Background: an optimization exercise with open tools, aiming at small area, a short achievable clock period and few clock cycles per item. Do not read the settings as production practice. At most, simulation tests tie the RTL to the original design; equivalence was not proved. Power and IR drop assume default switching activity.

## popcount_unit
module popcount_unit (
    input  wire         clk,
    input  wire         rst,         
    input  wire         in_valid,
    input  wire [1:0]   op,          
    input  wire [127:0] operand,
    output reg          out_valid,
    output reg  [7:0]   result,
    output reg          valid,
    output reg          illegal,
    output reg  [2:0]   strategy
);
For scale: roughly 520 cells after synthesis, roughly 55 flip-flops, ~150 I/O pins.
==> flow/config.mk <==
export PLATFORM = sky130hd
export DESIGN_NAME = popcount_unit
export DESIGN_NICKNAME = popcount_unit
export VERILOG_FILES = /design/flow/design.v
export SDC_FILE = /design/flow/constraint.sdc
export NUM_CORES = 4
export LEC_CHECK = 0
export CAP_MARGIN = 20
export CORE_MARGIN = 2
export CORE_UTILIZATION = 45
export SETUP_SLACK_MARGIN = 3.6
export SLEW_MARGIN = 20
export SYNTH_HIERARCHICAL = 1
export SYNTH_MINIMUM_KEEP_SIZE = 0
==> flow/constraint.sdc <==
create_clock -name core_clock -period 7.0 [get_ports {clk}]
set_input_delay 1.4000 -clock core_clock [delete_from_list [all_inputs] [get_ports {clk}]]
set_output_delay 1.4000 -clock core_clock [all_outputs]
set_load 0.01 [all_outputs]
run.sh (not shown) runs the stock make flow with config.mk's settings and CLKGATE_MAP_FILE= SYNTH_SCRIPT=/design/flow/synth_recipe.tcl, a recipe that flattens the netlist after the stock synthesis.
==> next run, changes <==
==> flow/flow/run.sh (new file) <==
#!/bin/bash
# Layout flow: the standard layout (standard.sh, all ORFS steps from
# synthesis to finish), with the input and output port buffers placed as
# sky130_fd_sc_hd__buf_1 cells instead of the cell buffer_ports picks by
# itself. Each step's full log stays under orfs/logs/; the output of make
# goes to flow_make.log in this folder.
set -euo pipefail
export BUFFER_PORTS_ARGS="-buffer_cell sky130_fd_sc_hd__buf_1"
bash standard.sh > flow_make.log 2>&1
==> flow/standard.sh (new file) <==
#!/bin/bash
# synth_recipe.tcl (not shown) runs the flow's synth.tcl, then flattens the netlist and writes it again
# the make line also repeats each setting of config.mk as NAME=value (left out here)
make -C /OpenROAD-flow-scripts/flow DESIGN_CONFIG=/design/flow/config.mk WORK_HOME=/design/flow/orfs CLKGATE_MAP_FILE= SYNTH_SCRIPT=/design/flow/synth_recipe.tcl "${@:-finish}"
removed: flow/run.sh
What happened: The new run went through all stages and came out clean; sequential share of layout area is higher by 0.80 points; global-route usage falls by 1.9 points; worst setup slack improved by 20 ps; critical path depth is unchanged; routed wire length came out lower by a few percent; clock-buffer cell count is unchanged.
No run of this note included a check of the RTL's function; only the layout flow was run.

old:
Another version of the RTL of popcount_unit (not shown whole).
For scale: ~520 cells after synthesis, about 57 flip-flops, about 150 I/O pins.
Settings: LEC_CHECK=0, CAP_MARGIN=20, CORE_MARGIN=2, CORE_UTILIZATION=50, SETUP_SLACK_MARGIN=3.6, SLEW_MARGIN=20, SYNTH_HIERARCHICAL=1, SYNTH_MINIMUM_KEEP_SIZE=0; clock period 7.0 ns.
standard.sh (not shown) runs the stock make flow with config.mk's settings and CLKGATE_MAP_FILE= SYNTH_SCRIPT=/design/flow/synth_recipe.tcl, a recipe that flattens the netlist after the stock synthesis.
==> flow/flow/run.sh <==
#!/bin/bash
# Layout flow: the standard layout (standard.sh, all ORFS steps from
# synthesis to finish), with the input and output port buffers placed as
# sky130_fd_sc_hd__buf_1 cells instead of the cell buffer_ports picks by
# itself. Each step's full log stays under orfs/logs/; the output of make
# goes to flow_make.log in this folder.
set -euo pipefail
export BUFFER_PORTS_ARGS="-buffer_cell sky130_fd_sc_hd__buf_1"
bash standard.sh > flow_make.log 2>&1
Testbench counts of old, summed over its fixed seeds: cycles 4,008, items 4,000.
The inputs of new differ from those of old as listed below.
- CTS_BUF_LIST: unset -> sky130_fd_sc_hd__clkbuf_4 sky130_fd_sc_hd__clkbuf_8
- SETUP_SLACK_MARGIN: 3.6 -> 3.5
==> notes.md <==
- Against old, new comes in 6 higher on non-clock buffer instance count of the final layout.
- Across both runs, post-route non-filler standard cell count was higher for new than for old.
- Re minimum clock period: new and old aren't equal, and the lower value belongs to old.
- On total count of max-transition violations in the final report, new and old are basically level.

## job 7412
Another version of the RTL of popcount_unit (not shown whole).
Size: about 56 flip-flops, roughly 150 I/O pins, ~6900 sq um of cells after synthesis.
Settings: LEC_CHECK=0, CAP_MARGIN=20, CORE_MARGIN=2, CORE_UTILIZATION=60, SETUP_SLACK_MARGIN=3.6, SLEW_MARGIN=20, SYNTH_HIERARCHICAL=1, SYNTH_MINIMUM_KEEP_SIZE=0; clock period 7.0 ns.
run.sh (not shown) runs the stock make flow with config.mk's settings and CLKGATE_MAP_FILE= SYNTH_SCRIPT=/design/flow/synth_recipe.tcl, a recipe that flattens the netlist after the stock synthesis.
Stock flow here: none of the scripts above is used.
Job 7412 went all the way through synthesis, placement and routing and the layout is clean on timing, DRC and antenna.
Testbench counts of job 7412, summed over its fixed seeds: cycles 4,008, items 4,000.
Inputs modified between job 7412 and job 7140:
# job 7412
export LEC_CHECK = 0
export CAP_MARGIN = 20
export CORE_MARGIN = 2
export CORE_UTILIZATION = 60
export SETUP_SLACK_MARGIN = 3.6
export SLEW_MARGIN = 20
export SYNTH_HIERARCHICAL = 1
export SYNTH_MINIMUM_KEEP_SIZE = 0
create_clock -name core_clock -period 7.0 [get_ports {clk}]
# job 7140
export LEC_CHECK = 0
export CAP_MARGIN = 20
export CORE_MARGIN = 2
export CORE_UTILIZATION = 60
export SETUP_SLACK_MARGIN = 3.7
export SLEW_MARGIN = 20
export SYNTH_HIERARCHICAL = 1
export SYNTH_MINIMUM_KEEP_SIZE = 0
create_clock -name core_clock -period 7.0 [get_ports {clk}]
## What came out
- Job 7140 went all the way through the flow, and no timing, DRC or antenna check failed.
- Job 7412 closes out successfully: all stages finished, all timing, DRC and antenna checks passed.
- In job 7140, the routed wire length came out about 1.6% below the value in job 7412.
- Delta (job 7140 minus job 7412): maximum frequency has decreased; final worst-path cycle share has increased; relative contribution of the clock network to total power has decreased.
- Number of detailed-routing iterations run before antenna repair sits lower in job 7140 than in job 7412.
#### Input delta (job 6545 over job 7140)
# job 7140
export LEC_CHECK = 0
export CAP_MARGIN = 20
export CORE_MARGIN = 2
export CORE_UTILIZATION = 60
export SETUP_SLACK_MARGIN = 3.7
export SLEW_MARGIN = 20
export SYNTH_HIERARCHICAL = 1
export SYNTH_MINIMUM_KEEP_SIZE = 0
create_clock -name core_clock -period 7.0 [get_ports {clk}]
# job 6545
export LEC_CHECK = 0
export CAP_MARGIN = 20
export CORE_MARGIN = 2
export CORE_UTILIZATION = 75
export SETUP_SLACK_MARGIN = 3.7
export SLEW_MARGIN = 20
export SYNTH_HIERARCHICAL = 1
export SYNTH_MINIMUM_KEEP_SIZE = 0
create_clock -name core_clock -period 7.0 [get_ports {clk}]
[summary]
- Job 6545 did not finish: a tool error stopped it during 3_3_place_gp.
- Job 6545 vs. job 7140: die extent in x decreased about 10%, post-synthesis xor/xnor area fraction essentially unchanged, post-synth design cell area essentially unchanged.
- Diff job 6545..job 7140 | simple-gate area share of the yosys netlist | unchanged
- Cmp job 6545 and job 7140 / initial core utilization / lower: job 7140
- Going from job 7140 to job 6545, number of rows created at floorplan shrank by more than 10%.
- Going from job 7140 to job 6545, synthesized cell count has remained practically unchanged; register bit total from synthesis roughly the same.
- Comparing job 7140 against job 6545, there is no change at all in count of input and output buffers.
- Number of enable-type register cells in the synthesized netlist: job 7140 vs job 6545 identical
Setup changes, job 6545 to job 8753
# job 6545
export LEC_CHECK = 0
export CAP_MARGIN = 20
export CORE_MARGIN = 2
export CORE_UTILIZATION = 75
export SETUP_SLACK_MARGIN = 3.7
export SLEW_MARGIN = 20
export SYNTH_HIERARCHICAL = 1
export SYNTH_MINIMUM_KEEP_SIZE = 0
create_clock -name core_clock -period 7.0 [get_ports {clk}]
# job 8753
export LEC_CHECK = 0
export CAP_MARGIN = 20
export CORE_MARGIN = 2
export CORE_UTILIZATION = 60
export SETUP_SLACK_MARGIN = 4.5
export SLEW_MARGIN = 20
export SYNTH_HIERARCHICAL = 1
export SYNTH_MINIMUM_KEEP_SIZE = 0
create_clock -name core_clock -period 7.0 [get_ports {clk}]
==> notes.md <==
- Job 8753 has completed all stages; timing, DRC and antenna checks passed.
- Tool error GPL-0301 stopped job 6545 during 3_3_place_gp; no final results.
- Diff job 8753..job 6545 | async set-reset flop share out of synthesis | unchanged
- Job 6545 and job 8753 ended up with roughly the same area after synthesis.
- Summary of job 8753 over job 6545: synthesized cell count held steady; count of flip-flops with a built-in enable after synthesis roughly the same; synthesized-area fraction occupied by and/or/nand/nor cells held steady.
- Comparing job 8753 against job 6545, there is no change at all in number of top-level pins.
- In the reports for job 6545 and job 8753, the smaller initial core utilization belongs to job 8753.
- Taking job 6545 over job 8753, the die span in y ratio works out to 0.898.
- Taking job 6545 as 1.0, job 8753 lands at 1.15 on number of placement rows.
- The die extent in x in job 8753 sits 11 microns above the value recorded for job 6545.

Setup of try-delta:
popcount_unit again, from the RTL that the note above started with.
clock: 7.0 ns
lec_check: 0
cap_margin: 20
core_margin: 2
core_utilization: 60
setup_slack_margin: 3.5
slew_margin: 20
synth_hierarchical: 1
synth_minimum_keep_size: 0
Testbench counts of try-delta, summed over its fixed seeds: cycles 4,008, items 4,000.
What try-willow does differently from try-delta at the input level:
- a change of SETUP_SLACK_MARGIN from 3.5 to 3.6
==> flow/flow/run.sh (new file) <==
#!/bin/bash
# Layout flow: the standard layout (standard.sh, all ORFS steps from
# synthesis to finish), with the input and output port buffers placed as
# sky130_fd_sc_hd__buf_1 cells instead of the cell buffer_ports picks by
# itself. Each step's full log stays under orfs/logs/; the output of make
# goes to flow_make.log in this folder.
set -euo pipefail
export BUFFER_PORTS_ARGS="-buffer_cell sky130_fd_sc_hd__buf_1"
bash standard.sh > flow_make.log 2>&1
==> flow/standard.sh (new file) <==
#!/bin/bash
# synth_recipe.tcl (not shown) runs the flow's synth.tcl, then flattens the netlist and writes it again
# the make line also repeats each setting of config.mk as NAME=value (left out here)
make -C /OpenROAD-flow-scripts/flow DESIGN_CONFIG=/design/flow/config.mk WORK_HOME=/design/flow/orfs CLKGATE_MAP_FILE= SYNTH_SCRIPT=/design/flow/synth_recipe.tcl "${@:-finish}"
removed: flow/run.sh
- try-willow vs. try-delta: number of filler instances in the final layout went up, met2 wirelength from detailed routing went down, minimum clock period went down.
- After detailed routing, try-delta needs more wire than try-willow.
- Comparing utilization for try-willow and try-delta, the bigger number came from try-delta.
- Changes observed in try-willow relative to try-delta: via count decreased about 1.5%; fraction of synthesis flops using an asynchronous set or reset pin essentially unchanged.
- Compared with try-delta, in try-willow relative contribution of the clock network to total power shrank by 1.0 points, final cell area excluding filler cells went down about 2.6%, area added between synthesis and finish down 3.2 points, register-to-register slack increased 70 ps.
--- input diff try-willow..try-amber ---
- SETUP_SLACK_MARGIN removed (was 3.6)
==> flow/run.sh (new file) <==
#!/bin/bash
# synth_recipe.tcl (not shown) runs the flow's synth.tcl, then flattens the netlist and writes it again
# the make line also repeats each setting of config.mk as NAME=value (left out here)
make -C /OpenROAD-flow-scripts/flow DESIGN_CONFIG=/design/flow/config.mk WORK_HOME=/design/flow/orfs CLKGATE_MAP_FILE= SYNTH_SCRIPT=/design/flow/synth_recipe.tcl finish
removed: flow/flow/run.sh
removed: flow/standard.sh
[summary]
Measured against try-amber, the internal portion of total power of try-willow comes out at 0.900 times the reference value.
Total power: try-amber above try-willow
On synthesized cell count, try-willow tracks try-amber almost exactly.
For try-amber, the end of the critical path was ei_r1_37, unlike try-willow, where it was pc0_r1_1.
Changes observed in try-amber relative to try-willow: area share of buffers outside the clock network picked up an extra 4.5 points; clock-pin slew on the worst setup and hold paths flat; post-layout instance count excluding filler cells fell about 0.9%.
In the flow results for try-amber and try-willow, the placer congestion estimate is smaller on try-willow.

[port drivers added, routing unchanged]
Ports are ideal in the flow. The routed layouts listed here were re-timed in OpenROAD.
Step 1 sets driving cells, clkbuf_16 on the clock port and buf_2 on the other inputs (assumed; they add their load-dependent delay and slew).
Step 2, shift: input delay + t, output delay - t, t = (earliest + latest rising clock arrival at the registers) / 2. This alone moves slack from input paths to output paths.
a / b / c = ideal ports / drivers / drivers and shift; a / b = the first two.
run	t (ns)	setup slack, ns	worst setup path at the end
the first run of note 1	0.332	3.476 / 3.465 / 3.133	input to register
the second run of note 1	0.330	3.496 / 3.497 / 3.167	input to register
old	0.358	3.568 / 3.580 / 3.222	input to register
new	0.372	3.513 / 3.518 / 3.146	input to register
job 7412	0.321	3.589 / 3.559 / 3.271	input to register
job 7140	0.325	3.559 / 3.554 / 3.230	input to register
job 8753	0.326	3.503 / 3.469 / 3.183	input to register
try-delta	0.325	3.489 / 3.499 / 3.174	input to register
try-willow	0.326	3.571 / 3.547 / 3.247	input to register
try-amber	0.320	2.908 / 2.916 / 2.596	input to register
After both steps every run listed still meets setup and hold. For new, which loses most, drivers alone change the setup slack by +0.005 ns; drivers and shift together by -0.367 ns.
